Context: an optimization exercise on an open-source flow, tuned for small area, a short achievable clock period and few clock cycles per item. The choices shown serve that exercise and are no tape-out recipe.
In this exercise RTL edits were held to simulation tests only and were not proved equivalent to the original.
Power figures rest on the tool's default switching activity, not on a simulated workload.

Setup of v2:
==> flow/design.v (excerpt) <==
module mc10_fsk_runs (
    input  wire        clk,
    input  wire        rst,
    input  wire        in_valid,
    input  wire [15:0] in_sample,
    input  wire        in_last,
    output wire        in_ready,
    output reg         run_valid,
    output wire [19:0] run_len,
    output reg         done_valid,
    output reg         done_trunc,
    output wire [19:0] done_trunc_idx,
    output wire [19:0] done_count,
    output wire        done_nosig
);
Settings: LEC_CHECK=0, ABC_AREA=1, CAP_MARGIN=60, CORE_MARGIN=2, CORE_UTILIZATION=50, SETUP_SLACK_MARGIN=5, SLEW_MARGIN=60; clock period 12.0 ns.
run.sh (not shown) runs the stock make flow with config.mk's settings and CLKGATE_MAP_FILE= SYNTH_SCRIPT=/design/flow/synth_recipe.tcl, a recipe that flattens the netlist after the stock synthesis.
Testbench counts of v2, summed over its fixed seeds: cycles 239,378, samples 234,355.
Here is what was changed in the inputs of v23 compared with v2.
--- a/flow/design.v
+++ b/flow/design.v
@@ -99,15 +99,15 @@
     assign run_len        = run;
     assign done_trunc_idx = run;
     assign done_count     = count;
     assign done_nosig     = nosig_r;
     wire [15:0] t59   = tv[59*16 +: 16];
     wire [15:0] old_s = t59;
     reg         rn_ok;            
-    wire        adv_ok = ((rofs == 6'd0) | (since == 6'd0)) & rn_ok;
+    reg         adv_ok;           
     reg  [3:0] fa;                
     reg  [3:0] fr;                
     reg        la, la_v;          
     reg        lb, lb_v;          
     wire signed [22:0] m0 = {lx0[19], lx0, 2'b00};
     wire signed [22:0] m1 = {lx1[19], lx1, 2'b00};
     wire signed [22:0] m2 = {lx2[19], lx2, 2'b00};
@@ -473,19 +473,26 @@
         if (sc_issue) begin scs <= sc_s; scl <= sc_l; end
         if (rst_r || state == S_DONE)
             R <= 22'sd0;
         else if (adv)
             R <= Rn;
         if (rst_r || state == S_DONE) begin
             Rn    <= {{6{ls0v[15]}}, ls0v};
-            rn_ok <= lv[0];
+            rn_ok <= lv[0] & !rst_r;
         end else begin
             Rn    <= adv ? rn_a : rn_h;
             rn_ok <= adv ? lv[1] : lv[0];
         end
+        if (rst_r)
+            adv_ok <= 1'b0;
+        else if (state == S_DONE)
+            adv_ok <= lv[0];
+        else
+            adv_ok <= (adv | (rofs == 6'd59) | anchor_ev | ((since == 6'd0) & !adv)) &
+                      (adv ? lv[1] : lv[0]);
         if (rst_r || state == S_DONE) begin
             nvt   <= 6'd0;
             nvt59 <= 1'b0;
             nvt60 <= 1'b0;
         end else if (adv && !nvt60) begin
             nvt   <= nvt + 6'd1;
             nvt59 <= (nvt >= 6'd58);
Results
Changes observed in v23 relative to v2: net count after synthesis has remained practically unchanged, transition time of the tightest slew-check pin has increased, xor and xnor area share after synthesis has decreased, maximum number of pins on one net before global-route repair has decreased, global-route usage has decreased.
Number of inverters outside the clock class in the layout, v2 and v23, lower one = v2.
Between v2 and v23, the share of synthesized cell area in and, or, nand and nor gates is lower for v23.
On post-synthesis instance area, v2 tracks v23 almost exactly.
The fmax of v23 was superior to that of v2.
Testbench counts of v23, summed over its fixed seeds: cycles 239,378, samples 234,355.

---

mc10_fsk_runs, a different RTL version from the one above (not shown whole).
Size: ~9600 cells after synthesis, roughly 85 I/O pins, about 100000 um2 of cells after synthesis.
clock: 12.0 ns
lec_check: 0
abc_area: 1
cap_margin: 60
core_margin: 2
core_utilization: 60
cts_cluster_diameter: 100
cts_cluster_size: 22
setup_slack_margin: 5
slew_margin: 60
Testbench counts at the start, summed over its fixed seeds: cycles 239,378, samples 234,355.
Rerun with:
--- a/flow/design.v
+++ b/flow/design.v
@@ -92,17 +92,16 @@
     reg [19:0] span10_r;          
     reg        bdly;              
     reg        nosig_r;
     reg        scv;               
     reg [15:0] scs;
     reg        scl;
     reg        scan_on;           
-    reg [19:0] outr;
-    assign run_len        = outr;
-    assign done_trunc_idx = outr;
+    assign run_len        = run;
+    assign done_trunc_idx = run;
     assign done_count     = count;
     assign done_nosig     = nosig_r;
     wire [15:0] t59   = tv[59*16 +: 16];
     wire [15:0] old_s = t59;
     reg         rn_ok;            
     reg         adv_ok;           
     reg  [3:0] fa;                
@@ -518,19 +517,17 @@
         if (f_reset) begin
             fmax <= f_inc ? f_in : 16'sh8000;
             fmin <= f_inc ? f_in : 16'sh7fff;
         end else if (f_inc) begin
             if (f_in > fmax) fmax <= f_in;
             if (f_in < fmin) fmin <= f_in;
         end
-        if (report)
-            outr <= run;
-        else if (state == S_TRUNC)
-            outr <= idx - run;
-        if (tnew || anchor_ev || state == S_DONE) begin
+        if (state == S_TRUNC) begin
+            run <= idx - run;
+        end else if (tnew || anchor_ev || state == S_DONE) begin
             run    <= adv_h ? 20'd1 : 20'd0;
             run_nz <= adv_h;
         end else if (adv_h) begin
             run    <= run + 20'd1;
             run_nz <= 1'b1;
         end
         if (tnew || anchor_ev || state == S_DONE)
=>
- The changed run completed without violations
- cell area fell by a few percent
- global-route usage fell by 0.66 points
- sequential power hardly moves
- critical path depth does not change
- total power fell by a few percent
- combinational power fell by a few percent
- synthesized cell count fell by a few percent
Testbench counts after the change, summed over its fixed seeds: cycles 239,378, samples 234,355.

---

Starting RTL as in the previous note.
export LEC_CHECK = 0
export ABC_AREA = 1
export CAP_MARGIN = 60
export CORE_MARGIN = 2
export CORE_UTILIZATION = 50
export CTS_CLUSTER_DIAMETER = 100
export CTS_CLUSTER_SIZE = 22
export SETUP_SLACK_MARGIN = 5
export SLEW_MARGIN = 60
create_clock -name core_clock -period 12.0 [get_ports {clk}]
The baseline passed the timing, DRC and antenna checks.
Testbench counts at the start, summed over its fixed seeds: cycles 239,378, samples 234,355.
Change:
--- a/flow/design.v
+++ b/flow/design.v
@@ -92,17 +92,16 @@
     reg [19:0] span10_r;          
     reg        bdly;              
     reg        nosig_r;
     reg        scv;               
     reg [15:0] scs;
     reg        scl;
     reg        scan_on;           
-    reg [19:0] outr;
-    assign run_len        = outr;
-    assign done_trunc_idx = outr;
+    assign run_len        = run;
+    assign done_trunc_idx = run;
     assign done_count     = count;
     assign done_nosig     = nosig_r;
     wire [15:0] t59   = tv[59*16 +: 16];
     wire [15:0] old_s = t59;
     reg         rn_ok;            
     reg         adv_ok;           
     reg  [3:0] fa;                
@@ -518,19 +517,17 @@
         if (f_reset) begin
             fmax <= f_inc ? f_in : 16'sh8000;
             fmin <= f_inc ? f_in : 16'sh7fff;
         end else if (f_inc) begin
             if (f_in > fmax) fmax <= f_in;
             if (f_in < fmin) fmin <= f_in;
         end
-        if (report)
-            outr <= run;
-        else if (state == S_TRUNC)
-            outr <= idx - run;
-        if (tnew || anchor_ev || state == S_DONE) begin
+        if (state == S_TRUNC) begin
+            run <= idx - run;
+        end else if (tnew || anchor_ev || state == S_DONE) begin
             run    <= adv_h ? 20'd1 : 20'd0;
             run_nz <= adv_h;
         end else if (adv_h) begin
             run    <= run + 20'd1;
             run_nz <= 1'b1;
         end
         if (tnew || anchor_ev || state == S_DONE)
What happened: Cell area came out lower slightly; hold slack gets worse by 0.0066 ns; global-route usage came out higher by 2.0 points; power came out higher slightly; first-iteration DRC count came out higher by a few percent; sequential share of layout area is about the same; routed wire length came out higher by a few percent; sequential power stays flat; critical path depth does not change.
Testbench counts after the change, summed over its fixed seeds: cycles 239,378, samples 234,355.

## separate check: timing with driven ports
The results above use ideal ports. As a check the final layouts listed here were re-extracted and re-timed, cells and wires unchanged.
Step 1 (the two cells are an assumption about what drives the block):
set clk [get_ports {clk}]
set_driving_cell -lib_cell sky130_fd_sc_hd__clkbuf_16 $clk
set_driving_cell -lib_cell sky130_fd_sc_hd__buf_2 [delete_from_list [all_inputs] $clk]
Step 2 times the ports against the registers' clock, not the clock port: input delays grow and output delays shrink by t, the midpoint of the rising clock arrivals with the driver on.
Three values: no drivers, after step 1, after step 2; two values: the first two.
run | shift t [ns] | setup slack, ns | slew at the worst register clock pin (ns)
v2 | 0.969 | 7.489 / 7.393 / 7.760 | 0.07 / 0.07
v23 | 0.949 | 7.550 / 7.459 / 7.632 | 0.07 / 0.07
the first run of note 2 | 0.897 | 7.720 / 7.636 / 8.119 | 0.10 / 0.10
the second run of note 2 | 0.881 | 7.684 / 7.592 / 7.950 | 0.11 / 0.11
the first run of note 3 | 0.911 | 7.576 / 7.489 / 7.848 | 0.10 / 0.10
the second run of note 3 | 0.929 | 7.626 / 7.537 / 7.633 | 0.11 / 0.11
After both steps every run listed still meets setup and hold.
